Context: an optimization exercise on an open-source flow, tuned for small area and few clock cycles. The choices shown serve that exercise and are no tape-out recipe. In this exercise RTL edits were held to simulation tests only and were not proved equivalent to the original. Power is estimated from default activity; no workload was simulated.

$ cat flow/run.sh
#!/bin/bash
# synth_recipe.tcl (not shown) runs the flow's synth.tcl, then flattens the netlist and writes it again
# the make line also repeats each setting of config.mk as NAME=value (left out here)
make -C /OpenROAD-flow-scripts/flow DESIGN_CONFIG=/design/flow/config.mk WORK_HOME=/design/flow/orfs CLKGATE_MAP_FILE= SYNTH_SCRIPT=/design/flow/synth_recipe.tcl finish
$ cat flow/config.mk
export PLATFORM = sky130hd
export DESIGN_NAME = sf_reasm
export DESIGN_NICKNAME = sf_reasm
export VERILOG_FILES = /design/flow/design.v
export SDC_FILE = /design/flow/constraint.sdc
export NUM_CORES = 4
export LEC_CHECK = 0
export CAP_MARGIN = 20
export CELL_PAD_IN_SITES_DETAIL_PLACEMENT = 1
export CELL_PAD_IN_SITES_GLOBAL_PLACEMENT = 2
export CORE_MARGIN = 2
export CORE_UTILIZATION = 50
export CTS_BUF_LIST = sky130_fd_sc_hd__clkbuf_4 sky130_fd_sc_hd__clkbuf_8
export CTS_CLUSTER_SIZE = 20
export PLACE_DENSITY = 0.6
export SLEW_MARGIN = 20
$ cat flow/constraint.sdc
create_clock -name core_clock -period 15.0 [get_ports {clk}]
set_input_delay 3.0000 -clock core_clock [delete_from_list [all_inputs] [get_ports {clk}]]
set_output_delay 3.0000 -clock core_clock [all_outputs]
set_load 0.01 [all_outputs]
$ cat flow/design.v
module sf_reasm (
    input  wire         clk,
    input  wire         rst,
    input  wire         in_valid,
    input  wire [7:0]   in_data,
    input  wire         in_last,
    output wire         in_ready,
    output wire         out_valid,
    input  wire         out_ready,
    output wire [7:0]   out_data,
    output wire         out_last,
    output wire         resp_valid,
    output wire         resp_avail,
    output wire [2:0]   resp_disp,
    output wire         resp_meta_upd,
    output wire         meta_valid,
    output wire [159:0] cur_meta
);
    localparam L = 32;               
    localparam W = 8 * L;
    localparam [159:0] META_NONE = {64'd0, 8'hFF, 88'd0};
    localparam [2:0] D_ACCEPTED  = 3'd0;
    localparam [2:0] D_EMITTED   = 3'd1;
    localparam [2:0] D_DUPLICATE = 3'd2;
    localparam [2:0] D_STALE     = 3'd3;
    localparam [2:0] D_OOR       = 3'd4;
    localparam [2:0] D_MALFORMED = 3'd5;
    localparam [2:0] D_LATE      = 3'd7;
    reg             emit;            
    reg  [4:0]      g;               
    reg  [5:0]      rx_cnt;
    reg  [15:0]     hf;
    reg  [7:0]      hb;
    reg  [W-1:0]    cbuf;
    reg  [W-1:0]    sb0, sb1, sb2, sb3, sb4, sb5;    
    reg  [1:0]      bound;
    reg  [31:0]     frame_id;
    reg  [7:0]      dpres;
    reg  [1:0]      fpres;
    reg  [1:0]      decoded;
    reg  [1:0]      meta_seen;
    reg  [17:0]     tags;            
    reg             meta_valid_q;
    reg  [159:0]    cur_meta_q;
    reg  [95:0]     orec;
    reg             owner;
    reg  [2:0]      r_disp;
    reg             r_upd;
    reg             pend;
    reg  [2:0]      pend_tgt;
    reg             cs;
    reg  [6:0]      ep;              
    reg  [6:0]      op;              
    reg  [1:0]      eblk;
    reg  [2:0]      cblk;
    reg             d0miss;
    reg             frev;            
    reg  [7:0]      fq0, fq1, fq2, fq3;
    reg  [1:0]      fwp, frp;
    reg  [2:0]      fcnt;
    wire [15:0]     f  = hf;
    wire [7:0]      b  = hb;
    wire            s  = f[0];
    wire [159:0]    rec;
    genvar gi;
    generate
        for (gi = 0; gi < 20; gi = gi + 1) begin : g_rec
            assign rec[8*gi +: 8] = cbuf[8*(26-gi) +: 8];
        end
    endgenerate
    wire            len_ok  = (rx_cnt == 6'd31);
    wire            is_meta = (b == 8'd0);
    wire            is_fec  = (b == 8'd4);
    wire            is_oor  = (b >= 8'd5);
    wire            bound_s = bound[s];
    wire [15:0]     fid_s   = s ? frame_id[31:16] : frame_id[15:0];
    wire [15:0]     fdist   = f - fid_s;
    wire            stale   = bound_s && fdist[15];
    wire            claim   = !bound_s || (fdist != 16'd0 && !fdist[15]);
    wire [3:0]      dp_e   = claim ? 4'd0 : (s ? dpres[7:4] : dpres[3:0]);
    wire            fp_e   = claim ? 1'b0 : fpres[s];
    wire            dec_e  = claim ? 1'b0 : decoded[s];
    wire            seen_e = claim ? 1'b0 : meta_seen[s];
    wire [2:0]      cnt_e  = {2'd0, dp_e[0]} + {2'd0, dp_e[1]} + {2'd0, dp_e[2]} + {2'd0, dp_e[3]} + {2'd0, fp_e};
    wire [95:0]     srec   = (owner == s) ? cur_meta_q[95:0] : orec;
    wire            meta_chg = is_meta && (!seen_e || (rec[95:0] != srec));
    wire            filled = is_fec ? fp_e : dp_e[b[1:0]];
    wire            late   = !filled && dec_e;
    wire            stored = !filled && !dec_e;
    wire [3:0]      dp_n = (stored && !is_fec) ? (dp_e | (4'b0001 << b[1:0])) : dp_e;
    wire            fp_n = fp_e | (stored && is_fec);
    wire            complete = stored && (cnt_e == 3'd3);
    wire            keep     = stored && !complete;
    wire            rx_ok   = rx_cnt[5] || (g == rx_cnt[4:0]);
    wire            in_hs   = !emit && rx_ok && in_valid;
    wire            commit  = in_hs && in_last;
    wire            accept  = len_ok && !is_oor && !stale;
    wire            pl_wr   = in_hs && !rx_cnt[5] && (rx_cnt[4:2] != 3'd0);
    wire            c_emit  = commit && accept && complete;
    wire            c_upd   = commit && accept && meta_chg;
    wire [2:0]      c_disp  = !len_ok ? D_MALFORMED :
                              is_oor  ? D_OOR :
                              stale   ? D_STALE :
                              filled  ? D_DUPLICATE :
                              late    ? D_LATE :
                              complete ? D_EMITTED : D_ACCEPTED;
    wire [W-1:0]    e0 = cs ? sb3 : sb0;
    wire [W-1:0]    e1 = cs ? sb4 : sb1;
    wire [W-1:0]    e2 = cs ? sb5 : sb2;
    wire [2:0]      t0 = cs ? tags[11:9]  : tags[2:0];
    wire [2:0]      t1 = cs ? tags[14:12] : tags[5:3];
    wire [2:0]      t2 = cs ? tags[17:15] : tags[8:6];
    wire [2:0]      et = {1'b0, eblk};
    wire            h0 = (t0 == et);
    wire            h1 = (t1 == et);
    wire            h2 = (t2 == et);
    wire            hc = (cblk == et);
    wire            klt20 = (eblk == 2'd1) ? (ep < 7'd28) :
                            (eblk == 2'd2) ? (ep < 7'd56) : (ep < 7'd84);
    wire            allx = !(h0 || h1 || h2 || hc) || (hc && d0miss && klt20);
    function [7:0] tap;
        input [W-1:0] r;
        input [1:0]   t;
        begin
            case (t)
            2'd0: tap = r[8*7  +: 8];
            2'd1: tap = r[8*3  +: 8];
            2'd2: tap = r[8*31 +: 8];
            default: tap = r[8*27 +: 8];
            endcase
        end
    endfunction
    wire [7:0]      fdata = ((h0 || allx) ? tap(e0, eblk) : 8'd0)
                          ^ ((h1 || allx) ? tap(e1, eblk) : 8'd0)
                          ^ ((h2 || allx) ? tap(e2, eblk) : 8'd0)
                          ^ ((hc || allx) ? tap(cbuf, eblk) : 8'd0);
    wire            pop     = emit && (fcnt != 3'd0) && out_ready;
    wire            room    = (fcnt != 3'd4) || pop;
    wire            push    = emit && (ep != 7'd92) && (g == ep[4:0]) && room;
    wire            o_last  = (op == 7'd91);
    wire            e_done  = pop && o_last;
    wire            modify  = emit && frev && d0miss && (g >= 5'd4) && (g <= 5'd23);
    wire            fix_ld  = emit && frev && d0miss && (g == 5'd31);
    wire [7:0]      xs      = e0[8*31 +: 8] ^ e1[8*31 +: 8] ^ e2[8*31 +: 8];
    wire [7:0]      c_out = cbuf[8*31 +: 8];
    wire [7:0]      c_in  = pl_wr  ? in_data :
                            modify ? (c_out ^ xs) : c_out;
    always @(posedge clk) begin
        cbuf <= {cbuf[W-9:0], c_in};
        sb0  <= {sb0[W-9:0], (pend && pend_tgt == 3'd0) ? c_out : sb0[W-1 -: 8]};
        sb1  <= {sb1[W-9:0], (pend && pend_tgt == 3'd1) ? c_out : sb1[W-1 -: 8]};
        sb2  <= {sb2[W-9:0], (pend && pend_tgt == 3'd2) ? c_out : sb2[W-1 -: 8]};
        sb3  <= {sb3[W-9:0], (pend && pend_tgt == 3'd3) ? c_out : sb3[W-1 -: 8]};
        sb4  <= {sb4[W-9:0], (pend && pend_tgt == 3'd4) ? c_out : sb4[W-1 -: 8]};
        sb5  <= {sb5[W-9:0], (pend && pend_tgt == 3'd5) ? c_out : sb5[W-1 -: 8]};
    end
    always @(posedge clk) begin
        if (in_hs) begin
            if (rx_cnt == 6'd0) hf[7:0]  <= in_data;
            if (rx_cnt == 6'd1) hf[15:8] <= in_data;
            if (rx_cnt == 6'd2) hb       <= in_data;
        end
        if (commit && accept && keep) begin
            if (s) begin
                if (cnt_e[1:0] == 2'd0) tags[11:9]  <= b[2:0];
                if (cnt_e[1:0] == 2'd1) tags[14:12] <= b[2:0];
                if (cnt_e[1:0] == 2'd2) tags[17:15] <= b[2:0];
            end else begin
                if (cnt_e[1:0] == 2'd0) tags[2:0]   <= b[2:0];
                if (cnt_e[1:0] == 2'd1) tags[5:3]   <= b[2:0];
                if (cnt_e[1:0] == 2'd2) tags[8:6]   <= b[2:0];
            end
            pend_tgt <= {1'b0, s, 1'b0} + {1'b0, s} + {1'b0, cnt_e[1:0]};
        end
        if (c_emit) begin
            cs     <= s;
            cblk   <= b[2:0];
            d0miss <= !dp_n[0];
            r_disp <= D_EMITTED;
        end
        if (commit) begin
            ep   <= 7'd0;
            op   <= 7'd0;
            eblk <= 2'd0;
            frev <= 1'b1;
        end else begin
            if (push) begin
                ep <= ep + 7'd1;
                if (ep == 7'd7 || ep == 7'd35 || ep == 7'd63)
                    eblk <= eblk + 2'd1;
            end
            if (pop)
                op <= op + 7'd1;
            if (g == 5'd31)
                frev <= 1'b0;
        end
        if (push) begin
            case (fwp)
            2'd0: fq0 <= fdata;
            2'd1: fq1 <= fdata;
            2'd2: fq2 <= fdata;
            default: fq3 <= fdata;
            endcase
        end
    end
    always @(posedge clk) begin
        if (rst) begin
            emit         <= 1'b0;
            g            <= 5'd0;
            rx_cnt       <= 6'd0;
            bound        <= 2'b00;
            dpres        <= 8'd0;
            fpres        <= 2'b00;
            decoded      <= 2'b00;
            meta_seen    <= 2'b00;
            meta_valid_q <= 1'b0;
            cur_meta_q   <= META_NONE;
            pend         <= 1'b0;
            fwp          <= 2'd0;
            frp          <= 2'd0;
            fcnt         <= 3'd0;
            r_upd        <= 1'b0;
        end else begin
            g <= g + 5'd1;
            if (g == 5'd31)
                pend <= 1'b0;
            if (push) fwp <= fwp + 2'd1;
            if (pop)  frp <= frp + 2'd1;
            fcnt <= fcnt + {2'd0, push} - {2'd0, pop};
            if (in_hs && rx_cnt != 6'd63)
                rx_cnt <= rx_cnt + 6'd1;
            if (commit) begin
                rx_cnt <= 6'd0;
                r_upd  <= meta_chg;
                if (accept) begin
                    bound[s]     <= 1'b1;
                    if (s) frame_id[31:16] <= f; else frame_id[15:0] <= f;
                    if (s) dpres[7:4] <= complete ? 4'hF : dp_n; else dpres[3:0] <= complete ? 4'hF : dp_n;
                    fpres[s]     <= fp_n;
                    decoded[s]   <= dec_e | complete;
                    meta_seen[s] <= seen_e | is_meta;
                    if (meta_chg) begin
                        cur_meta_q   <= rec;
                        meta_valid_q <= 1'b1;
                        if (owner != s)
                            orec <= cur_meta_q[95:0];
                        owner <= s;
                    end
                    if (keep)
                        pend <= 1'b1;
                    if (complete)
                        emit <= 1'b1;
                end
            end
            if (e_done)
                emit <= 1'b0;
            if (fix_ld) begin
                cur_meta_q    <= rec;
                meta_valid_q  <= 1'b1;
                r_upd         <= 1'b1;
                meta_seen[cs] <= 1'b1;
                if (owner != cs)
                    orec <= cur_meta_q[95:0];
                owner <= cs;
            end
        end
    end
    reg [7:0] fhead;
    always @(*) begin
        case (frp)
        2'd0: fhead = fq0;
        2'd1: fhead = fq1;
        2'd2: fhead = fq2;
        default: fhead = fq3;
        endcase
    end
    assign in_ready      = !emit && rx_ok;
    assign out_valid     = emit && (fcnt != 3'd0);
    assign out_data      = fhead;
    assign out_last      = o_last;
    assign resp_valid    = (commit && !c_emit) || e_done;
    assign resp_avail    = !commit;
    assign resp_disp     = commit ? c_disp : r_disp;
    assign resp_meta_upd = commit ? c_upd : r_upd;
    assign meta_valid    = meta_valid_q || c_upd;
    assign cur_meta      = c_upd ? rec : cur_meta_q;
endmodule
==> metrics.cfg, run 1 <==
[power_and_ir_drop]
pwr_density_cell_mw_per_mm2 = 158
power.leakage_nw = 28.1
ir_drop_mv = 0.140

[cts]
cts_tree = done
htreeDepth = 5
clk_path_buf_depth = 4
insertion_delay_ps = 970
ctsResizeCount = 0
cts_root_buf = clkbuf_8
cts_inserted_buffers = 344
cts.sink_count = 2216
postCtsSetupRepairBufs = 0
clk_pin_slew_ps = 70
cts_hold_buf = 0

[yosys]
yosysSeqAreaShare = 0.758
synth_cell_types = 78
synth_warnings = 1
netlist_area_sq_mm = 0.0613
async_flop_share = 0
synth.avg_cell_area_sq_um = 13.8
syn_inst = 4428
synth_edf_count = 209
ys_ff_latch = 2216
syn_nets = 4486
ys.flop_type = dfxtp_1

[floorplan]
die_y_microns = 354
initial_core_util = 0.504
core_area_sq_mm = 0.122
ios = 191
dieWidth_microns = 354
die-area_sq_mm = 0.125
rows = 128

[final_layout]
fin_area_sq_mm = 0.0721
final_cells = 6715
nets = 4895
syn2layout_area_growth_pct = 17.6
layout_commonest_cell = dfxtp_1
drive_gt1_frac = 0.170
layout_common_cells = 2007 x dfxtp_1, 467 x nand2_1, 441 x clkbuf_8

[critical_path]
crit_type = flop to primary output
crit_slowest_cell = nor3_1
reg2regPathDepth = 18
slowest_delay_ps = 700
path_max_fanout = 30
r2r_start = hf[0]
cp.arrival_ps = 8480
reg2reg_to = cblk[0]
start_kind = flop
end_kind = primary output
rrSetupSlack_ps = 7990
cp.required_ps = 12000
path_cells = buf_4 -> mux2i_1 -> ha_1 -> nor2_1 -> a211oi_1 -> o21ai_0 -> a211o_1 -> nor4bb_1 -> nand4b_1 -> nand2_1 -> nand2_1 -> fa_1 -> fa_1 -> inv_1 -> ha_1 -> inv_1 -> or3_1 -> nor3_1 -> o21ai_0 -> clkdlybuf4s50_1

[place]
post-dp-hpwl_microns = 92200
portBuffers = 190
dpl_cell_area_sq_mm = 0.0649
placed_cells = 6116
gp_congestion = 0.899

[sta]
hold_viol = 0
fin_crit_sh = 0.766
rsz0062_at_grt = false
hold_slack_ps = 272
finalSetupViolCount = 0
fmax_ghz = 0.0871
max-slew-margin-rel = 0.265
fin_setup_tns_ps = 0
min_period_ps = 11480
worst_slew_pin_slew_ps = 1100
skew_ps = 88.5
report.final.slew_viol_count = 0

[route]
drc = 0
vias = 33600
drtIter0Drc = 1928
via_per_inst = 5.00
ant_nets = 0
wl_per_cell_microns = 21.6
drt-total-wl_microns = 145000
drt_pass1_iterations = 5

[status]
status = timing/DRC/antenna clean

[hold_path]
holdPathStages = 0
min_from = sb0[14]
min_to = sb0[22]
min_path_type = flop to flop

[grt]
antenna_found_initial = 5
track_usage = 0.230
grt_max_degree = 163
grt_pass1_vias = 35000
grt_overflow_total = 0
grt_pass1_wl_microns = 219000

[job]
cap_violations = 0

## critical path, delay by kind of cell, from the launching register on
kind	cells	cell delay (ps)
simple gates	7	2410
fa+ha+maj	4	1510
compound gates	4	1530
mux	1	150
buf+inv	4	1290
flops	1	630
## cell type report
type                    count  area, sq um
inverters                 115          434
multi-input cells        1941        13800
fillers                 11700        49600
clock buffers             546         6860
well taps                1625         2030
flip-flops and latches   2216        46500
repair buffers            219         2160
diodes                      2         5.00
clock inverters            51          350
## stage by stage
| step | power, mW | setup slack [ps] | utilization |
|---|---|---|---|
| 6_report | 11.4 | 3520 | 0.592 |
| 5_1_grt | 11.8 | 2760 | 0.592 |
| 4_1_cts | 11.5 | 3330 | 0.592 |
| 3_5_place_dp | 6.33 | 4420 | 0.533 |
| 3_3_place_gp | 6.33 | 4560 | 0.533 |
| 2_1_floorplan | 6.26 | 5440 | - |
## sequential cells by signal, summed over array words and instances (netlist names), 160 cells and up, named ones only
name	count
cur_meta_q	160
sb4	256
sb2	256
sb0	256
sb3	256
sb1	256
sb5	256
cbuf	256
## power breakdown
group,leakage [nW],internal (mW),total [mW],switching (mW)
combinational,6.08,0.0668,0.194,0.127
sequential,18.2,5.99,6.01,0.0175
clock,3.84,2.94,5.15,2.21
## synthesized netlist by cell type (5+ instances only)
| cell type | count | share of area |
|---|---|---|
| nand2b_1 | 17 | 0.0017 |
| dfxtp_1 | 2007 | 0.66 |
| o21ai_0 | 81 | 0.0066 |
| xor2_1 | 82 | 0.012 |
| nor2b_1 | 48 | 0.0049 |
| mux2i_1 | 130 | 0.021 |
| nor3b_1 | 7 | 0.00086 |
| nand4_1 | 19 | 0.0019 |
| o221ai_1 | 7 | 0.0010 |
| or3_1 | 6 | 0.00061 |
| buf_2 | 40 | 0.0033 |
| nor3_1 | 34 | 0.0028 |
| nand2_1 | 467 | 0.029 |
| clkbuf_1 | 90 | 0.0055 |
| nand4b_1 | 5 | 0.00071 |
| a221oi_1 | 11 | 0.0016 |
| and2_1 | 12 | 0.0012 |
| mux2_1 | 102 | 0.019 |
| nand3_1 | 25 | 0.0020 |
| nor4_1 | 32 | 0.0033 |
| a22o_1 | 26 | 0.0037 |
| ha_1 | 41 | 0.0084 |
| inv_1 | 114 | 0.0070 |
| a222oi_1 | 18 | 0.0029 |
| a31oi_1 | 9 | 0.00092 |
| o311ai_0 | 27 | 0.0039 |
| o2111ai_1 | 5 | 0.00071 |
| o2bb2ai_1 | 6 | 0.00086 |
| buf_6 | 12 | 0.0022 |
| nor2_1 | 90 | 0.0055 |
| edfxtp_1 | 209 | 0.10 |
| mux2_2 | 221 | 0.041 |
| a2111oi_0 | 5 | 0.00071 |
| xnor2_1 | 85 | 0.012 |
| a21oi_1 | 205 | 0.017 |
| buf_1 | 10 | 0.00061 |
| or4_1 | 6 | 0.00073 |
| a211oi_1 | 5 | 0.00061 |
| o22ai_1 | 29 | 0.0030 |
| o211ai_1 | 9 | 0.0011 |
## metal layers
| layer | vias up | part of all wire | global-route usage |
|---|---|---|---|
| li1 | 15900 | - | - |
| met3 | 257 | 0.043 | 0.0426 |
| met5 | - | 0 | 0 |
| met2 | 727 | 0.45 | 0.357 |
| met1 | 16700 | 0.48 | 0.326 |
| met4 | 0 | 0.026 | 0.0788 |
## cell families (layout without fill, tap and decap cells)
kind of cell | Yosys count | count (layout) | share of synthesized area
flip-flops | 2216 | 2216 | 0.758
buffers and inverters | 271 | 931 | 0.0191
adder cells (fa/ha/maj) | 45 | 45 | 0.00967
AND/OR/NAND/NOR | 786 | 786 | 0.0573
other | 0 | 2 | 0
XOR/XNOR | 168 | 168 | 0.0243
multiplexers | 454 | 454 | 0.0809
AO/OA/AOI/OAI | 488 | 488 | 0.0510
## worst max path at each step
| stage | startpoint | to | slack [ps] | cells past startpoint |
|---|---|---|---|---|
| CTS | hf[0] | resp_valid | 3330 | 20 |
| finish | hf[0] | resp_valid | 3520 | 20 |
| global placement | hf[0] | resp_valid | 4560 | 20 |
| detailed placement | hf[0] | resp_valid | 4420 | 20 |
| floorplan | hf[0] | resp_valid | 5440 | 22 |
| global route | hf[0] | resp_valid | 2760 | 20 |
Testbench counts, summed over its fixed seeds: cycles 120,183.
==> inputs of run 2 (changes only) <==
--- a/flow/config.mk
+++ b/flow/config.mk
@@ -12,4 +12,4 @@
 export CORE_UTILIZATION = 50
-export CTS_BUF_LIST = sky130_fd_sc_hd__clkbuf_4 sky130_fd_sc_hd__clkbuf_8
-export CTS_CLUSTER_SIZE = 20
+export CTS_CLUSTER_DIAMETER = 100
+export CTS_CLUSTER_SIZE = 24
 export PLACE_DENSITY = 0.6
==> metrics.cfg, run 2 <==
[status]
status = timing/DRC/antenna clean

[critical_path]
rrSetupSlack_ps = 7960  ; -30 ps
slowest_delay_ps = 720  ; +20 ps
crit_start = hf[0]
crit_type = flop to primary output
cp_top_family = simple AND/OR/NAND/NOR gates
r2r_start = hf[0]
reg2reg_to = cblk[2]
start_kind = flop
path_max_fanout = 30  ; unchanged
path_cells = buf_4 -> mux2i_1 -> ha_1 -> nor2_1 -> a211oi_1 -> o21ai_0 -> a211o_1 -> nor4bb_1 -> nand4b_1 -> nand2_1 -> nand2_1 -> fa_1 -> fa_1 -> inv_1 -> ha_1 -> inv_1 -> or3_1 -> nor3_1 -> o21ai_0 -> clkdlybuf4s50_1
end_kind = primary output
cp.required_ps = 12000  ; about the same
cp_num_cells = 20  ; unchanged
crit_slowest_cell = nor3_1
worst-path-buf-inv = 4  ; unchanged
reg2regPathDepth = 18  ; unchanged
cp.arrival_ps = 8300  ; -180 ps

[place]
post-dp-hpwl_microns = 92200  ; unchanged
portBuffers = 190  ; unchanged
placed_cells = 6116  ; unchanged
gp_congestion = 0.899  ; unchanged

[yosys]
yosys.cell_count.top_type = dfxtp_1
yosysTopAreaCell = dfxtp_1
synth_cell_types = 78  ; unchanged
synth.area.top_cells = dfxtp_1 66%, edfxtp_1 10%, mux2_2 4.1%
synth_warnings = 1  ; unchanged
yosysSeqAreaShare = 0.758  ; unchanged
syn_nets = 4486  ; unchanged
ys_ff_latch = 2216  ; unchanged
yosys-top-cells-count = 2007 x dfxtp_1, 467 x nand2_1, 221 x mux2_2
ys.flop_type = dfxtp_1
synth.avg_cell_area_sq_um = 13.8  ; unchanged
synth_top_cell_area_share = 0.655  ; unchanged
syn_inst = 4428  ; unchanged
synth_edf_count = 209  ; unchanged
async_flop_share = 0  ; unchanged
netlist_area_sq_mm = 0.0613  ; unchanged

[cts]
cts_tree = done
clk_pin_slew_ps = 90  ; +20 ps
cts_root_buf = clkbuf_16
cts.sink_count = 2216  ; unchanged
postCtsSetupRepairBufs = 0  ; unchanged
htreeDepth = 3  ; -2
ctsResizeCount = 0  ; unchanged
cts_hold_buf = 0  ; unchanged
cts_inserted_buffers = 102  ; -70%
clk_path_buf_depth = 3  ; -1
insertion_delay_ps = 740  ; -230 ps

[power_and_ir_drop]
p_total_mw = 9.23  ; -19%
ir_drop_mv = 0.122  ; -13%
pwr_density_cell_mw_per_mm2 = 136  ; -13%
power.leakage_nw = 25.6  ; -8.8%

[hold_path]
min_from = sb5[38]
min_to = sb5[46]
holdPathStages = 0  ; unchanged
min_path_type = flop to flop

[final_layout]
layout_common_cells = 2007 x dfxtp_1, 467 x nand2_1, 221 x mux2_2
drive_gt1_frac = 0.0834  ; -0.0864
syn2layout_area_growth_pct = 10.4
layout_commonest_cell = dfxtp_1
final_cells = 6255  ; -6.9%
nFillCells = 11700  ; -0.043%
nets = 4653  ; -4.9%

[sta]
worst_slew_pin_slew_ps = 1290  ; +185 ps
fmax_ghz = 0.0885  ; +1.7%
hold_slack_ps = 292  ; +19.8 ps
report.final.slew_viol_count = 0  ; unchanged
skew_ps = 61.1  ; -27.4 ps
max-slew-margin-rel = 0.142  ; -0.123
rsz0062_at_grt = false
finalSetupViolCount = 0  ; unchanged
hold_viol = 0  ; unchanged
fin_setup_tns_ps = 0  ; unchanged
fin_crit_sh = 0.753  ; -0.0126
min_period_ps = 11300  ; -189 ps

[job]
cap_violations = 0  ; unchanged

[route]
wl_per_cell_microns = 22.3  ; +3.5%
via_per_inst = 5.09  ; +1.8%
ant_nets = 0  ; unchanged
drt-total-wl_microns = 140000  ; -3.6%
drc = 0  ; unchanged
drtIter0Drc = 2243  ; +16%
vias = 31800  ; -5.1%
drt_pass1_iterations = 5  ; unchanged

[grt]
grt_pass1_vias = 32500  ; -7.1%
grt_max_degree = 163  ; unchanged
antenna_found_initial = 3  ; -2
grt_pass1_wl_microns = 209000  ; -4.3%
track_usage = 0.220  ; -0.0102
grt_overflow_total = 0  ; unchanged

[floorplan]
initial_core_util = 0.504  ; unchanged
die-area_sq_mm = 0.125  ; unchanged
dieWidth_microns = 354  ; unchanged
die_y_microns = 354  ; unchanged
rows = 128  ; unchanged
ios = 191  ; unchanged
core_area_sq_mm = 0.122  ; unchanged

## run 2: cell counts after synthesis
Identical to the previous run, type by type.
## run 2: cells by family (layout without fill, tap and decap cells)
| family | Yosys count | after routing | share of synthesized area |
|---|---|---|---|
| mux | 454 | 454 | 0.0809 |
| flops | 2216 | 2216 | 0.758 |
| fa+ha+maj | 45 | 45 | 0.00967 |
| compound gates | 488 | 488 | 0.0510 |
| simple gates | 786 | 786 | 0.0573 |
| other cells | 0 | 4 | 0 |
| buf+inv | 271 | 469 | 0.0191 |
| xor+xnor | 168 | 168 | 0.0243 |
## run 2: final cells by class
type / count / area (sq um) / area share
Antenna cell: 4 / 10.0 / 0.000148
Clock buffer: 125 / 2640 / 0.0390
Clock inverter: 10 / 198 / 0.00292
Inverter: 115 / 434 / 0.00641
Multi-Input combinational cell: 1941 / 13800 / 0.204
Sequential cell: 2216 / 46500 / 0.686
Tap cell: 1625 / 2030 / 0.0300
Timing Repair Buffer: 219 / 2160 / 0.0319
## run 2: metrics by stage
stage | util | instance area [sq um] | setup WS, ps
2_1_floorplan | - | 61300 | 5440
3_3_place_gp | 0.533 | 64900 | 4560
3_5_place_dp | 0.533 | 64900 | 4420
4_1_cts | 0.556 | 67700 | 3550
5_1_grt | 0.556 | 67700 | 3000
6_report | 0.556 | 67700 | 3700
## run 2: how the worst max path moves through the flow
stage,to,slack (ps)
2_1_floorplan,resp_valid,5440
3_3_place_gp,resp_valid,4560
3_5_place_dp,resp_valid,4420
4_1_cts,resp_valid,3550
5_1_grt,resp_valid,3000
6_report,resp_valid,3700
## run 2: power breakdown
| part | switching [mW] | internal (mW) | total (mW) |
|---|---|---|---|
| Combinational | 0.127 | 0.0668 | 0.193 |
| Clock | 1.76 | 1.27 | 3.04 |
| Sequential | 0.0176 | 5.99 | 6.00 |
| Total | 1.91 | 7.32 | 9.23 |
## run 2: routing by layer
layer	vias up	wire [microns]	track usage
met2	475	63700	0.349
met1	16000	68400	0.324
met3	141	4770	0.0275
met4	0	2810	0.0492
li1	15200	-	-
met5	-	0	0
==> inputs of run 3 (changes only) <==
--- a/flow/config.mk
+++ b/flow/config.mk
@@ -13,3 +13,3 @@
 export CTS_CLUSTER_DIAMETER = 100
-export CTS_CLUSTER_SIZE = 24
+export CTS_CLUSTER_SIZE = 28
 export PLACE_DENSITY = 0.6
==> metrics.cfg, run 3 <==
[critical_path]
start_kind = flop
rrSetupSlack_ps = 7950  ; about the same
reg2reg_to = cs
cp.required_ps = 12000  ; about the same
r2r_start = hf[0]
reg2regPathDepth = 18  ; unchanged
endpoint = resp_valid
cp.arrival_ps = 8330  ; +30 ps
end_kind = primary output
crit_start = hf[0]
path_max_fanout = 30  ; unchanged
crit_type = flop to primary output

[route]
ant_nets = 0  ; unchanged
drt_pass1_iterations = 6  ; +1
drtIter0Drc = 2079  ; -7.3%
drc = 0  ; unchanged
via_per_inst = 5.07  ; -0.30%
vias = 31700  ; -0.49%
drt-total-wl_microns = 139000  ; -0.64%
wl_per_cell_microns = 22.2  ; -0.45%

[sta]
finalSetupViolCount = 0  ; unchanged
skew_ps = 39.4  ; -21.8 ps
fmax_ghz = 0.0882  ; -0.33%
hold_viol = 0  ; unchanged
min_period_ps = 11330  ; +37.9 ps
max-slew-margin-rel = 0.257  ; +0.115
rsz0062_at_grt = false
fin_crit_sh = 0.756  ; +0.00253
report.final.slew_viol_count = 0  ; unchanged
fin_setup_tns_ps = 0  ; unchanged
hold_slack_ps = 309  ; +16.9 ps
worst_slew_pin_slew_ps = 1110  ; -172 ps

[place]
post-dp-hpwl_microns = 92200  ; unchanged
dpl_cell_area_sq_mm = 0.0649  ; unchanged
gp_congestion = 0.899  ; unchanged
portBuffers = 190  ; unchanged

[yosys]
syn_inst = 4428  ; unchanged
synth_cell_types = 78  ; unchanged
synth.avg_cell_area_sq_um = 13.8  ; unchanged
yosys.cell_count.top_type = dfxtp_1
ys.flop_type = dfxtp_1
ys_ff_latch = 2216  ; unchanged
syn_nets = 4486  ; unchanged
yosys-top-cells-count = 2007 x dfxtp_1, 467 x nand2_1, 221 x mux2_2
synth_warnings = 1  ; unchanged
async_flop_share = 0  ; unchanged
yosysSeqAreaShare = 0.758  ; unchanged
synth_edf_count = 209  ; unchanged
yosysTopAreaCell = dfxtp_1
synth_top_cell_area_share = 0.655  ; unchanged
synth.area.top_cells = dfxtp_1 66%, edfxtp_1 10%, mux2_2 4.1%
netlist_area_sq_mm = 0.0613  ; unchanged

[cts]
cts.sink_count = 2216  ; unchanged
clk_pin_slew_ps = 110  ; +20 ps
cts_tree = done
ctsResizeCount = 0  ; unchanged
insertion_delay_ps = 730  ; about the same
clk_path_buf_depth = 3  ; unchanged
htreeDepth = 3  ; unchanged
cts_root_buf = clkbuf_16
postCtsSetupRepairBufs = 0  ; unchanged
cts_hold_buf = 0  ; unchanged
cts_inserted_buffers = 90  ; -12%

[hold_path]
min_path_type = flop to flop

[floorplan]
ios = 191  ; unchanged
core_area_sq_mm = 0.122  ; unchanged
rows = 128  ; unchanged
initial_core_util = 0.504  ; unchanged
die_y_microns = 354  ; unchanged
dieWidth_microns = 354  ; unchanged
die-area_sq_mm = 0.125  ; unchanged

[final_layout]
fin_area_sq_mm = 0.0674  ; -0.40%
layout_commonest_cell = dfxtp_1
drive_gt1_frac = 0.0817  ; -0.00173
layout_common_cells = 2007 x dfxtp_1, 467 x nand2_1, 221 x mux2_2
nets = 4641  ; -0.26%
syn2layout_area_growth_pct = 10.0

[power_and_ir_drop]
ir_drop_mv = 0.134  ; +11%
p_total_mw = 9.09  ; -1.6%
power.leakage_nw = 25.5  ; -0.52%
pwr_density_cell_mw_per_mm2 = 135  ; -1.2%

[status]
status = timing/DRC/antenna clean

[grt]
grt_max_degree = 163  ; unchanged
grt_pass1_wl_microns = 207000  ; -0.92%
grt_overflow_total = 0  ; unchanged
grt_pass1_vias = 32100  ; -1.2%
antenna_found_initial = 5  ; +2
track_usage = 0.219  ; -0.00161

[job]
cap_violations = 0  ; unchanged

-- run 3: layout make-up --
class | count | area (sq um)
Fill cell | 11700 | 54300
Timing Repair Buffer | 219 | 2160
Clock buffer | 110 | 2350
Sequential cell | 2216 | 46500
Inverter | 115 | 434
Clock inverter | 13 | 220
Antenna cell | 4 | 10.0
Tap cell | 1625 | 2030
Multi-Input combinational cell | 1941 | 13800
-- run 3: cells by family after synthesis --
| group | share of synthesized area |
|---|---|
| adder cells (fa/ha/maj) | 0.00967 |
| XOR/XNOR | 0.0243 |
| AO/OA/AOI/OAI | 0.0510 |
| multiplexers | 0.0809 |
| flip-flops | 0.758 |
| buffers and inverters | 0.0191 |
| AND/OR/NAND/NOR | 0.0573 |
-- run 3: stage by stage --
stage	utilization	setup WS, ps	std cells
final	0.554	3670	6243
after global routing	0.554	3000	6239
after CTS	0.554	3580	6239
after detailed placement	0.533	4420	6116
after global placement	0.533	4560	6116
after floorplan	-	5440	4428
-- run 3: per-layer routing --
metal	GRT usage	up-vias	wire length (microns)
li1	-	15200	-
met1	0.324	15800	67500
met2	0.347	516	63000
met3	0.0261	136	5470
met4	0.0450	0	2690
met5	0	-	0
-- run 3: worst min-delay path by stage --
stage                          from        end  slack (ps)  depth (start not counted)
after floorplan             cbuf[2]   cbuf[10]         310                          0
final                      cbuf[54]   cbuf[62]         310                          0
after detailed placement  cbuf[237]  cbuf[245]         310                          0
after global placement     sb1[156]   sb1[164]         310                          0
after CTS                  sb0[175]   sb0[183]         310                          0
after global routing       cbuf[54]   cbuf[62]         320                          0
-- run 3: critical path, cell delays in order, from the launching register on --
cell,delay (ps)
edfxtp_1,650
buf_4,560
mux2i_1,150
ha_1,420
nor2_1,100
a211oi_1,620
o21ai_0,250
a211o_1,300
nor4bb_1,340
nand4b_1,370
nand2_1,380
nand2_1,170
fa_1,510
fa_1,420
inv_1,70
ha_1,160
inv_1,110
or3_1,380
nor3_1,730
o21ai_0,360
clkdlybuf4s50_1,570
-- run 3: where the power goes --
part / total [mW] / switching (mW) / internal, mW
sequential: 6.00 / 0.0176 / 5.99
clock: 2.89 / 1.75 / 1.14
combinational: 0.194 / 0.127 / 0.0668
total: 9.09 / 1.89 / 7.20
==> inputs of run 4 (changes only) <==
--- a/flow/config.mk
+++ b/flow/config.mk
@@ -12,4 +12,4 @@
 export CORE_UTILIZATION = 50
-export CTS_CLUSTER_DIAMETER = 100
-export CTS_CLUSTER_SIZE = 28
+export CTS_CLUSTER_DIAMETER = 80
+export CTS_CLUSTER_SIZE = 18
 export PLACE_DENSITY = 0.6
==> metrics.cfg, run 4 <==
[cts]
cts_inserted_buffers = 143  ; +59%
clk_pin_slew_ps = 80  ; -30 ps
cts_root_buf = clkbuf_16
htreeDepth = 4  ; +1
cts_tree = done
clk_path_buf_depth = 3  ; unchanged
insertion_delay_ps = 790  ; +60 ps
postCtsSetupRepairBufs = 0  ; unchanged
cts_hold_buf = 0  ; unchanged
ctsResizeCount = 0  ; unchanged
cts.sink_count = 2216  ; unchanged

[power_and_ir_drop]
pwr_density_cell_mw_per_mm2 = 144  ; +6.7%
p_sw_mw = 2.07  ; +9.4%
power.leakage_nw = 26.2  ; +2.8%
swShare = 0.209  ; +0.000772
p_comb_frac = 0.020  ; about the same
internal_power_mw = 7.84  ; +8.9%
p_seq_frac = 0.606  ; -0.055
clkPwrFrac = 0.374  ; +0.056
p_total_mw = 9.91  ; +9.0%
ir_drop_mv = 0.121  ; -10%

[yosys]
synth_cell_types = 78  ; unchanged
synth.avg_cell_area_sq_um = 13.8  ; unchanged
yosysSeqAreaShare = 0.758  ; unchanged
async_flop_share = 0  ; unchanged
synth_edf_count = 209  ; unchanged
netlist_area_sq_mm = 0.0613  ; unchanged
yosys.cell_count.top_type = dfxtp_1
synth_warnings = 1  ; unchanged
ys_ff_latch = 2216  ; unchanged
synth.area.top_cells = dfxtp_1 66%, edfxtp_1 10%, mux2_2 4.1%
syn_inst = 4428  ; unchanged
yosysTopAreaCell = dfxtp_1
ys.flop_type = dfxtp_1
synth_top_cell_area_share = 0.655  ; unchanged
yosys-top-cells-count = 2007 x dfxtp_1, 467 x nand2_1, 221 x mux2_2
syn_nets = 4486  ; unchanged

[sta]
setup_slack_ps = 3620  ; -45.1 ps
fin_setup_tns_ps = 0  ; unchanged
hold_viol = 0  ; unchanged
fin_crit_sh = 0.759  ; +0.00301
min_period_ps = 11380  ; +45.1 ps
fmax_ghz = 0.0879  ; -0.40%
max-slew-margin-rel = 0.265  ; +0.00856
skew_ps = 32.4  ; -6.93 ps
worst_slew_pin_slew_ps = 1100  ; -12.8 ps
report.final.slew_viol_count = 0  ; unchanged
finalSetupViolCount = 0  ; unchanged
rsz0062_at_grt = false

[grt]
grt_use_met2 = 0.352  ; +0.00496
grt_pass1_wl_microns = 212000  ; +2.2%
grt_pass1_vias = 33100  ; +3.1%
met3_usage = 0.0375  ; +0.0114
grt.busiest_layer = met2
track_usage = 0.225  ; +0.00619
antenna_found_initial = 6  ; +1
grt_overflow_total = 0  ; unchanged
grt_max_degree = 163  ; unchanged
met1_usage = 0.322  ; -0.00144

[final_layout]
layout_commonest_cell = dfxtp_1
drive_gt1_frac = 0.0931  ; +0.0114
syn2layout_area_growth_pct = 12.4
nets = 4694  ; +1.1%
fin_area_sq_mm = 0.0689  ; +2.2%
layout_common_cells = 2007 x dfxtp_1, 467 x nand2_1, 221 x mux2_2
nFillCells = 11600  ; -0.67%

[route]
drt_pass1_iterations = 6  ; unchanged
wl_per_cell_microns = 22.4  ; +0.68%
vias = 32200  ; +1.6%
drc = 0  ; unchanged
drt-total-wl_microns = 141000  ; +1.8%
ant_nets = 0  ; unchanged
drtIter0Drc = 2078  ; -0.048%
via_per_inst = 5.10  ; +0.55%

[critical_path]
end_kind = primary output
crit_type = flop to primary output
start_kind = flop
cp.required_ps = 12000  ; about the same
path_max_fanout = 30  ; unchanged
rrSetupSlack_ps = 7960  ; about the same
cp.arrival_ps = 8380  ; +50 ps

[place]
pre_cts_slack_ps = 4420  ; unchanged
post-dp-hpwl_microns = 92200  ; unchanged
dpl_cell_area_sq_mm = 0.0649  ; unchanged
portBuffers = 190  ; unchanged
gp_congestion = 0.899  ; unchanged

[floorplan]
initial_core_util = 0.504  ; unchanged
die-area_sq_mm = 0.125  ; unchanged
dieWidth_microns = 354  ; unchanged
ios = 191  ; unchanged
rows = 128  ; unchanged
die_y_microns = 354  ; unchanged
core_area_sq_mm = 0.122  ; unchanged

[hold_path]
min_path_type = flop to flop

[job]
cap_violations = 0  ; unchanged

[status]
status = timing/DRC/antenna clean

-- run 4: cell counts after synthesis --
Identical to the previous run, type by type.
-- run 4: per-layer routing --
layer  wire, microns  part of all wire
met3            6340             0.045
met1           67400              0.48
met2           64000              0.45
met5              13          0.000092
met4            3370             0.024
-- run 4: cell type report --
type                            count  area [sq um]  share of cell area
Multi-Input combinational cell   1941         13800               0.200
Timing Repair Buffer              219          2160              0.0313
Clock inverter                     17           317             0.00459
Tap cell                         1625          2030              0.0295
Sequential cell                  2216         46500               0.674
Inverter                          115           434             0.00630
Antenna cell                        3          7.51            0.000109
Clock buffer                      174          3740              0.0542
-- run 4: per-stage QoR --
stage,utilization,cells,hold WS [ps]
finish,0.566,6310,310
global route,0.566,6307,321
CTS,0.566,6307,311
detailed placement,0.533,6116,313
global placement,0.533,6116,310
floorplan,-,4428,310
-- run 4: logic make-up (layout without fill, tap and decap cells) --
| group | count (synthesis) | after routing | synth area share |
|---|---|---|---|
| muxes | 454 | 454 | 0.0809 |
| AOI/OAI and AO/OA | 488 | 488 | 0.0510 |
| and+or+nand+nor | 786 | 786 | 0.0573 |
| adders and majority gates | 45 | 45 | 0.00967 |
| DFF | 2216 | 2216 | 0.758 |
| xor gates and xnor gates | 168 | 168 | 0.0243 |
| other | 0 | 3 | 0 |
| buffers and inverters | 271 | 525 | 0.0191 |
-- run 4: worst max-delay path: stages (launching register included) --
cell and delay, ps:
edfxtp_1 640, buf_4 560, mux2i_1 150, ha_1 410, nor2_1 100, a211oi_1 640
o21ai_0 250, a211o_1 300, nor4bb_1 340, nand4b_1 380, nand2_1 380, nand2_1 170
fa_1 510, fa_1 420, inv_1 60, ha_1 160, inv_1 110, or3_1 380
nor3_1 710, o21ai_0 360, clkdlybuf4s50_1 560
-- run 4: path summary, 6_finish.rpt --
path	from	to	cells past startpoint
max	hf[0]	resp_valid	20
min	sb2[145]	sb2[153]	0
max reg2reg	hf[0]	cblk[0]	18
min reg2reg	sb2[145]	sb2[153]	0
-- run 4: power groups by stage --
stage                     combinational (mW)  clock (mW)  sequential (mW)
final                                  0.194        3.71             6.00
after global routing                   0.212        4.05             6.00
after CTS                              0.194        3.82             6.00
after detailed placement               0.193           0             6.14
after global placement                 0.192           0             6.14
after floorplan                        0.128           0             6.13
==> inputs of run 5 (changes only) <==
--- a/flow/config.mk
+++ b/flow/config.mk
@@ -11,6 +11,4 @@
 export CORE_MARGIN = 2
-export CORE_UTILIZATION = 50
-export CTS_CLUSTER_DIAMETER = 80
-export CTS_CLUSTER_SIZE = 18
-export PLACE_DENSITY = 0.6
+export CORE_UTILIZATION = 25
+export PLACE_DENSITY = 0.45
 export SLEW_MARGIN = 20
==> metrics.cfg, run 5 <==
[critical_path]
crit_start = hf[0]
reg2reg_to = cblk[0]
reg2regPathDepth = 19  ; +1
end_kind = primary output
path_max_fanout = 37  ; +23%
r2r_start = hf[0]
endpoint = resp_valid
rrSetupSlack_ps = 8160  ; +200 ps
crit_type = flop to primary output
start_kind = flop
cp.required_ps = 12000  ; about the same
cp.arrival_ps = 8330  ; -50 ps

[yosys]
synth_top_family_by_area = multiplexers
synthXorXnorAreaFrac = 0.0243  ; unchanged
syn_nets = 4486  ; unchanged
synth.avg_cell_area_sq_um = 13.8  ; unchanged
netlist_area_sq_mm = 0.0613  ; unchanged
async_flop_share = 0  ; unchanged
ys_ff_latch = 2216  ; unchanged
synth_compound_area_frac = 0.0510  ; unchanged
yosys-top-cells-count = 2007 x dfxtp_1, 467 x nand2_1, 221 x mux2_2
synth.area.top_cells = dfxtp_1 66%, edfxtp_1 10%, mux2_2 4.1%
synthSimpleGateAreaFrac = 0.0573  ; unchanged
synth_top_cell_area_share = 0.655  ; unchanged
yosysTopAreaCell = dfxtp_1
synth_cell_types = 78  ; unchanged
synth_edf_count = 209  ; unchanged
ys.flop_type = dfxtp_1
yosysSeqAreaShare = 0.758  ; unchanged
syn_inst = 4428  ; unchanged
synth_adder_area_share = 0.00967  ; unchanged
yosys.cell_count.top_type = dfxtp_1
synth_warnings = 1  ; unchanged
synth_mux_area_frac = 0.0809  ; unchanged

[grt]
grt_pass1_wl_microns = 245000  ; +16%
grt_pass1_vias = 34400  ; +4.1%
track_usage = 0.134  ; -0.0912
grt_max_degree = 109  ; -33%
grt_overflow_total = 0  ; unchanged
antenna_found_initial = 13  ; +7

[sta]
skew_ps = 38.3  ; +5.88 ps
setup_slack_ps = 3670  ; +45.4 ps
min_period_ps = 11330  ; -45.4 ps
worst_slew_pin_slew_ps = 1140  ; +41.3 ps
finalSetupViolCount = 0  ; unchanged
max-slew-margin-rel = 0.228  ; -0.0372
fin_crit_sh = 0.756  ; -0.00303
hold_viol = 0  ; unchanged
fmax_ghz = 0.0882  ; +0.40%
hold_slack_ps = 290  ; -19.7 ps
rsz0062_at_grt = false
report.final.slew_viol_count = 0  ; unchanged
fin_setup_tns_ps = 0  ; unchanged

[place]
dpl_cell_area_sq_mm = 0.0670  ; +3.2%
gp_congestion = 0.757  ; -16%
portBuffers = 190  ; unchanged
post-dp-hpwl_microns = 112000  ; +21%
pre_cts_slack_ps = 4330  ; -84.6 ps

[floorplan]
die_y_microns = 499  ; +41%
ios = 191  ; unchanged
rows = 181  ; +41%
die-area_sq_mm = 0.249  ; +99%
dieWidth_microns = 499  ; +41%
initial_core_util = 0.252  ; -0.252
core_area_sq_mm = 0.243  ; +100%

[cts]
insertion_delay_ps = 850  ; +60 ps
clk_pin_slew_ps = 60  ; -20 ps
cts_inserted_buffers = 233  ; +63%
cts_root_buf = clkbuf_16
ctsResizeCount = 0  ; unchanged
postCtsSetupRepairBufs = 0  ; unchanged
cts_tree = done
clk_path_buf_depth = 3  ; unchanged
cts_hold_buf = 0  ; unchanged
cts.sink_count = 2216  ; unchanged
htreeDepth = 4  ; unchanged

[final_layout]
fin_area_sq_mm = 0.0750  ; +8.8%
drive_gt1_frac = 0.136  ; +0.0431
syn2layout_area_growth_pct = 22.3
layout_commonest_cell = dfxtp_1
layout_common_cells = 2007 x dfxtp_1, 467 x nand2_1, 240 x clkbuf_16
nets = 4801  ; +2.3%

[route]
drt-total-wl_microns = 168000  ; +19%
drtIter0Drc = 1615  ; -22%
ant_nets = 0  ; unchanged
drt_pass1_iterations = 5  ; -1
drc = 0  ; unchanged
wl_per_cell_microns = 20.6  ; -7.8%
via_per_inst = 4.05  ; -21%
vias = 33000  ; +2.6%

[job]
cap_violations = 0  ; unchanged

[power_and_ir_drop]
pwr_density_cell_mw_per_mm2 = 161  ; +12%
power.leakage_nw = 28.3  ; +8.0%
ir_drop_mv = 0.105  ; -13%

[status]
status = timing/DRC/antenna clean

[hold_path]
min_path_type = flop to flop

[run 5: cell counts after synthesis]
Identical to the previous run, type by type.
[run 5: kinds of logic (layout without fill, tap and decap cells)]
kind of cell,count (synthesis),count (layout)
xor+xnor,168,168
simple gates,786,786
flops,2216,2216
mux,454,454
buf+inv,271,789
other cells,0,6
compound gates,488,488
fa+ha+maj,45,45
[run 5: through the flow]
stage                      util  power (mW)  instances
after global placement    0.275        6.34       7708
after global routing      0.308        12.6       8149
after CTS                 0.308        12.3       8148
after detailed placement  0.275        6.35       7710
after floorplan               -        6.26       4428
final                     0.308        12.1       8154
[run 5: worst min-delay path by stage]
stage,endpoint,start,cells past startpoint
after floorplan,cbuf[10],cbuf[2],0
after global placement,sb0[58],sb0[50],0
after detailed placement,sb1[173],sb1[165],0
after CTS,sb1[177],sb1[169],0
after global routing,sb1[89],sb1[81],0
final,sb4[217],sb4[209],0
[run 5: layout make-up]
type                    count  area, sq um
inverters                 115          434
flip-flops and latches   2216        46500
clock buffers             331         6760
repair buffers            236         2280
clock inverters           107         1280
fillers                 25600       168000
diodes                      6         15.0
multi-input cells        1941        13800
well taps                3202         4010
[run 5: power breakdown]
part           switching (mW)  internal [mW]
Sequential             0.0164           5.99
Combinational           0.132         0.0675
Clock                    2.40           3.48
Total                    2.55           9.54
[run 5: worst max-delay path, stage by stage (launching register included)]
cell,delay [ps]
edfxtp_1,320
buf_4,540
mux2i_1,310
inv_1,70
ha_1,200
nand2b_1,170
a211oi_1,630
o21ai_0,250
a211o_1,320
nor4bb_1,250
nand4b_1,370
nand2_1,410
nand2_1,170
fa_1,520
fa_1,420
inv_1,60
ha_1,160
inv_1,110
or3_1,400
nor3_1,760
o21ai_0,440
clkdlybuf4s50_1,590
[run 5: routing by layer]
layer	GRT usage	up-vias	wire [microns]
met2	0.208	483	75400
met1	0.189	16600	83500
met5	0	-	0
met3	0.0236	236	5490
met4	0.0377	0	3780
li1	-	15700	-
==> inputs of run 6 (changes only) <==
--- a/flow/design.v
+++ b/flow/design.v
@@ -31,4 +31,2 @@
     reg  [5:0]      rx_cnt;
-    reg  [15:0]     hf;
-    reg  [7:0]      hb;
     reg  [W-1:0]    cbuf;
@@ -44,4 +42,4 @@
     reg  [159:0]    cur_meta_q;
-    reg  [95:0]     orec;
     reg             owner;
+    reg             ocopy;           
     reg  [2:0]      r_disp;
@@ -60,4 +58,4 @@
     reg  [2:0]      fcnt;
-    wire [15:0]     f  = hf;
-    wire [7:0]      b  = hb;
+    wire [15:0]     f  = {cbuf[8*29 +: 8], cbuf[8*30 +: 8]};
+    wire [7:0]      b  = cbuf[8*28 +: 8];
     wire            s  = f[0];
@@ -84,4 +82,12 @@
     wire [2:0]      cnt_e  = {2'd0, dp_e[0]} + {2'd0, dp_e[1]} + {2'd0, dp_e[2]} + {2'd0, dp_e[3]} + {2'd0, fp_e};
-    wire [95:0]     srec   = (owner == s) ? cur_meta_q[95:0] : orec;
-    wire            meta_chg = is_meta && (!seen_e || (rec[95:0] != srec));
+    wire [95:0]     orec;
+    generate
+        for (gi = 0; gi < 4; gi = gi + 1) begin : g_orec
+            assign orec[8*gi      +: 8] = sb3[8*(30-gi) +: 8];
+            assign orec[8*(gi+4)  +: 8] = sb4[8*(30-gi) +: 8];
+            assign orec[8*(gi+8)  +: 8] = sb5[8*(30-gi) +: 8];
+        end
+    endgenerate
+    wire            same_s = (owner == s) ? (rec[95:0] == cur_meta_q[95:0]) : (rec[95:0] == orec);
+    wire            meta_chg = is_meta && (!seen_e || !same_s);
     wire            filled = is_fec ? fp_e : dp_e[b[1:0]];
@@ -97,3 +103,3 @@
     wire            accept  = len_ok && !is_oor && !stale;
-    wire            pl_wr   = in_hs && !rx_cnt[5] && (rx_cnt[4:2] != 3'd0);
+    wire            pl_wr   = in_hs && !rx_cnt[5];
     wire            c_emit  = commit && accept && complete;
@@ -147,17 +153,24 @@
                             modify ? (c_out ^ xs) : c_out;
+    wire            spare = (g[4:2] == 3'd0);
+    wire            mvp   = pend && !spare;
+    wire [1:0]      gs    = g[1:0];
+    wire [7:0]      sh0   = cur_meta_q[8*gs      +: 8];
+    wire [7:0]      sh1   = cur_meta_q[8*(gs+4)  +: 8];
+    wire [7:0]      sh2   = cur_meta_q[8*(gs+8)  +: 8];
+    wire [7:0]      x0    = sb0[W-1 -: 8];
+    wire [7:0]      x1    = sb1[W-1 -: 8];
+    wire [7:0]      x2    = sb2[W-1 -: 8];
+    wire [7:0]      x3    = sb3[W-1 -: 8];
+    wire [7:0]      x4    = sb4[W-1 -: 8];
+    wire [7:0]      x5    = sb5[W-1 -: 8];
     always @(posedge clk) begin
         cbuf <= {cbuf[W-9:0], c_in};
-        sb0  <= {sb0[W-9:0], (pend && pend_tgt == 3'd0) ? c_out : sb0[W-1 -: 8]};
-        sb1  <= {sb1[W-9:0], (pend && pend_tgt == 3'd1) ? c_out : sb1[W-1 -: 8]};
-        sb2  <= {sb2[W-9:0], (pend && pend_tgt == 3'd2) ? c_out : sb2[W-1 -: 8]};
-        sb3  <= {sb3[W-9:0], (pend && pend_tgt == 3'd3) ? c_out : sb3[W-1 -: 8]};
-        sb4  <= {sb4[W-9:0], (pend && pend_tgt == 3'd4) ? c_out : sb4[W-1 -: 8]};
-        sb5  <= {sb5[W-9:0], (pend && pend_tgt == 3'd5) ? c_out : sb5[W-1 -: 8]};
+        sb0  <= {sb0[W-9:0], spare ? sh0 : (mvp && pend_tgt == 3'd0) ? c_out : x0};
+        sb1  <= {sb1[W-9:0], spare ? sh1 : (mvp && pend_tgt == 3'd1) ? c_out : x1};
+        sb2  <= {sb2[W-9:0], spare ? sh2 : (mvp && pend_tgt == 3'd2) ? c_out : x2};
+        sb3  <= {sb3[W-9:0], (spare && ocopy) ? x0 : (mvp && pend_tgt == 3'd3) ? c_out : x3};
+        sb4  <= {sb4[W-9:0], (spare && ocopy) ? x1 : (mvp && pend_tgt == 3'd4) ? c_out : x4};
+        sb5  <= {sb5[W-9:0], (spare && ocopy) ? x2 : (mvp && pend_tgt == 3'd5) ? c_out : x5};
     end
     always @(posedge clk) begin
-        if (in_hs) begin
-            if (rx_cnt == 6'd0) hf[7:0]  <= in_data;
-            if (rx_cnt == 6'd1) hf[15:8] <= in_data;
-            if (rx_cnt == 6'd2) hb       <= in_data;
-        end
         if (commit && accept && keep) begin
@@ -218,2 +231,3 @@
             pend         <= 1'b0;
+            ocopy        <= 1'b0;
             fwp          <= 2'd0;
@@ -224,4 +238,6 @@
             g <= g + 5'd1;
-            if (g == 5'd31)
-                pend <= 1'b0;
+            if (g == 5'd31) begin
+                pend  <= 1'b0;
+                ocopy <= 1'b0;
+            end
             if (push) fwp <= fwp + 2'd1;
@@ -245,3 +261,3 @@
                         if (owner != s)
-                            orec <= cur_meta_q[95:0];
+                            ocopy <= 1'b1;
                         owner <= s;
@@ -262,3 +278,3 @@
                 if (owner != cs)
-                    orec <= cur_meta_q[95:0];
+                    ocopy <= 1'b1;
                 owner <= cs;
--- a/flow/config.mk
+++ b/flow/config.mk
@@ -11,4 +11,6 @@
 export CORE_MARGIN = 2
-export CORE_UTILIZATION = 25
-export PLACE_DENSITY = 0.45
+export CORE_UTILIZATION = 50
+export CTS_CLUSTER_DIAMETER = 100
+export CTS_CLUSTER_SIZE = 28
+export PLACE_DENSITY = 0.6
 export SLEW_MARGIN = 20
==> metrics.cfg, run 6 <==
[status]
status = timing/DRC/antenna clean

[route]
drt-total-wl_microns = 151000  ; -10%
drtIter0Drc = 2493  ; +54%
drt_pass1_iterations = 8  ; +3
drc = 0  ; unchanged
vias = 32000  ; -3.0%
ant_nets = 0  ; unchanged
wl_per_cell_microns = 25.2  ; +22%
via_per_inst = 5.33  ; +32%

[sta]
report.final.slew_viol_count = 0  ; unchanged
hold_viol = 0  ; unchanged
setup_slack_ps = 3960  ; +297 ps
min_period_ps = 11040  ; -297 ps
fin_setup_tns_ps = 0  ; unchanged
skew_ps = 41.1  ; +2.74 ps
rsz0062_at_grt = false
max-slew-margin-rel = 0.160  ; -0.0676
fmax_ghz = 0.0906  ; +2.7%
finalSetupViolCount = 0  ; unchanged
worst_slew_pin_slew_ps = 1230  ; +84.2 ps
fin_crit_sh = 0.736  ; -0.0198

[floorplan]
dieWidth_microns = 346  ; -31%
rows = 125  ; -31%
ios = 191  ; unchanged
initial_core_util = 0.504  ; +0.252
core_area_sq_mm = 0.116  ; -52%
die_y_microns = 346  ; -31%
die-area_sq_mm = 0.120  ; -52%

[yosys]
netlist_area_sq_mm = 0.0586  ; -4.5%
yosysSeqAreaShare = 0.732  ; -0.0257
async_flop_share = 0  ; unchanged
synth_compound_area_frac = 0.0670  ; +0.0160
synth_edf_count = 89  ; -57%
ys_ff_latch = 2097  ; -5.4%
ys.flop_type = dfxtp_1
synth_top_family_by_area = multiplexers
synthXorXnorAreaFrac = 0.0247  ; +0.000390
syn_nets = 4392  ; -2.1%
synthSimpleGateAreaFrac = 0.0606  ; +0.00326
synth_top_cell_area_share = 0.686  ; +0.0310
synth_mux_area_frac = 0.0840  ; +0.00313
synth.avg_cell_area_sq_um = 13.5  ; -2.5%
synth.area.top_cells = dfxtp_1 69%, edfxtp_1 4.6%, mux2i_1 3.4%
syn_inst = 4338  ; -2.0%
synth_cell_types = 72  ; -7.7%
yosys.cell_count.top_type = dfxtp_1
synth_adder_area_share = 0.00927  ; -0.000402
synth_warnings = 1  ; unchanged
yosys-top-cells-count = 2008 x dfxtp_1, 268 x o21ai_0, 207 x nand2_1
yosysTopAreaCell = dfxtp_1

[place]
gp_congestion = 0.929  ; +23%
post-dp-hpwl_microns = 106000  ; -5.0%
portBuffers = 190  ; unchanged
pre_cts_slack_ps = 4520  ; +193 ps

[grt]
grt_max_degree = 230  ; +110%
grt_overflow_total = 0  ; unchanged
antenna_found_initial = 12  ; -1
grt_pass1_vias = 32600  ; -5.4%
grt_pass1_wl_microns = 221000  ; -9.5%
track_usage = 0.249  ; +0.115

[critical_path]
rrSetupSlack_ps = 7960  ; -200 ps
start_kind = flop
cp.arrival_ps = 8040  ; -290 ps
slowest_delay_ps = 580  ; -180 ps
crit_top_cell = inv_1
path_cells = buf_4 -> mux2i_1 -> inv_1 -> ha_1 -> nor3_1 -> nor3_1 -> a2111oi_0 -> o2111ai_1 -> or4_1 -> nor4_2 -> or2_0 -> nand2_1 -> fa_1 -> fa_1 -> inv_1 -> ha_1 -> inv_1 -> or3_1 -> nor2_1 -> o21ai_0 -> clkdlybuf4s50_1
cp.required_ps = 12000  ; about the same
path_max_fanout = 28  ; -24%
crit_type = flop to primary output
crit_slowest_cell = or4_1
end_kind = primary output

[cts]
postCtsSetupRepairBufs = 0  ; unchanged
ctsResizeCount = 0  ; unchanged
clk_pin_slew_ps = 110  ; +50 ps
cts_tree = done
cts_inserted_buffers = 87  ; -63%
cts.sink_count = 2097  ; -5.4%
clk_path_buf_depth = 3  ; unchanged
cts_hold_buf = 0  ; unchanged
insertion_delay_ps = 720  ; -130 ps
htreeDepth = 3  ; -1
cts_root_buf = clkbuf_16

[power_and_ir_drop]
ir_drop_mv = 0.0985  ; -6.2%
pwr_density_cell_mw_per_mm2 = 140  ; -13%
power.leakage_nw = 24.0  ; -15%

[hold_path]
min_path_type = flop to flop

[final_layout]
layout_common_cells = 2006 x dfxtp_1, 268 x o21ai_0, 207 x nand2_1
syn2layout_area_growth_pct = 9.84
nets = 4509  ; -6.1%
drive_gt1_frac = 0.0822  ; -0.0541
layout_commonest_cell = dfxtp_1

[job]
cap_violations = 0  ; unchanged

==> run 6: metal layers <==
metal | track usage | part of all wire
met1 | 0.362 | 0.48
met5 | 0 | 0.000093
met2 | 0.393 | 0.45
met3 | 0.0313 | 0.043
met4 | 0.0670 | 0.024
==> run 6: cells by family after synthesis <==
family,count (synthesis)
flops,2097
compound gates,662
simple gates,661
mux,404
buf+inv,310
xor+xnor,163
fa+ha+maj,41
==> run 6: through the flow <==
step	area, sq um	power (mW)	instances	util	hold slack, ps
4_1_cts	64300	9.07	6000	0.553	312
5_1_grt	64300	9.31	6000	0.554	319
3_3_place_gp	61900	6.34	5890	0.532	310
3_5_place_dp	61900	6.34	5890	0.532	313
2_1_floorplan	58600	6.14	4338	-	310
6_report	64300	9.00	6004	0.554	310
==> run 6: worst max-delay path: cells and delay by family, from the launching register on <==
family	cells	cell delay (ps)
compound gates	3	690
fa+ha+maj	4	1360
buf+inv	5	1270
flops	1	490
mux	1	310
simple gates	8	3180
==> run 6: worst paths after layout <==
path | startpoint | to | cells past startpoint
max | cbuf[240] | resp_valid | 21
min | cbuf[53] | cbuf[61] | 0
max reg2reg | cbuf[240] | cs | 19
min reg2reg | cbuf[53] | cbuf[61] | 0
==> run 6: where the power goes <==
group	switching, mW	internal [mW]
registers	0.160	5.75
logic	0.195	0.117
clock network	1.68	1.09
==> run 6: final cells by class <==
| class | instances | area (sq um) |
|---|---|---|
| fill | 11200 | 51900 |
| antenna | 4 | 10.0 |
| inverter | 111 | 417 |
| clock inverter | 13 | 239 |
| clock buffer | 97 | 2220 |
| timing repair buffer | 227 | 2220 |
| multi-input combinational | 1931 | 14400 |
| sequential | 2097 | 42900 |
| tap | 1524 | 1910 |
Testbench counts of run 6, summed over its fixed seeds: cycles 120,183.

[re-timing with driven ports]
The results above use ideal ports. As a check the final layouts listed here were re-extracted and re-timed, cells and wires unchanged.
Step 1 sets driving cells, clkbuf_16 on the clock port and buf_2 on the other inputs (assumed; they add their load-dependent delay and slew).
Step 2, shift: input delay + t, output delay - t, t = (earliest + latest rising clock arrival at the registers) / 2. This alone moves slack from input paths to output paths.
Slacks: ideal ports / drivers / drivers and shift; pairs: ideal ports / drivers.
| run | t, ns | slack for setup (ns) | worst setup path after step 2 | clock arrival spread, ns | worst register clock-pin slew, ns |
|---|---|---|---|---|---|
| run 1 | 0.998 | 3.516 / 3.448 / 4.447 | register to output | 0.100 / 0.101 | 0.07 / 0.07 |
| run 2 | 0.773 | 3.705 / 3.636 / 4.409 | register to output | 0.064 / 0.064 | 0.11 / 0.11 |
| run 3 | 0.778 | 3.667 / 3.596 / 4.374 | register to output | 0.042 / 0.042 | 0.12 / 0.12 |
| run 4 | 0.843 | 3.622 / 3.552 / 4.395 | register to output | 0.039 / 0.039 | 0.09 / 0.09 |
| run 5 | 0.913 | 3.667 / 3.585 / 4.498 | register to output | 0.047 / 0.047 | 0.07 / 0.07 |
| run 6 | 0.776 | 3.964 / 3.888 / 4.343 | input to output | 0.041 / 0.041 | 0.12 / 0.12 |
After both steps setup and hold are still met in every run listed.
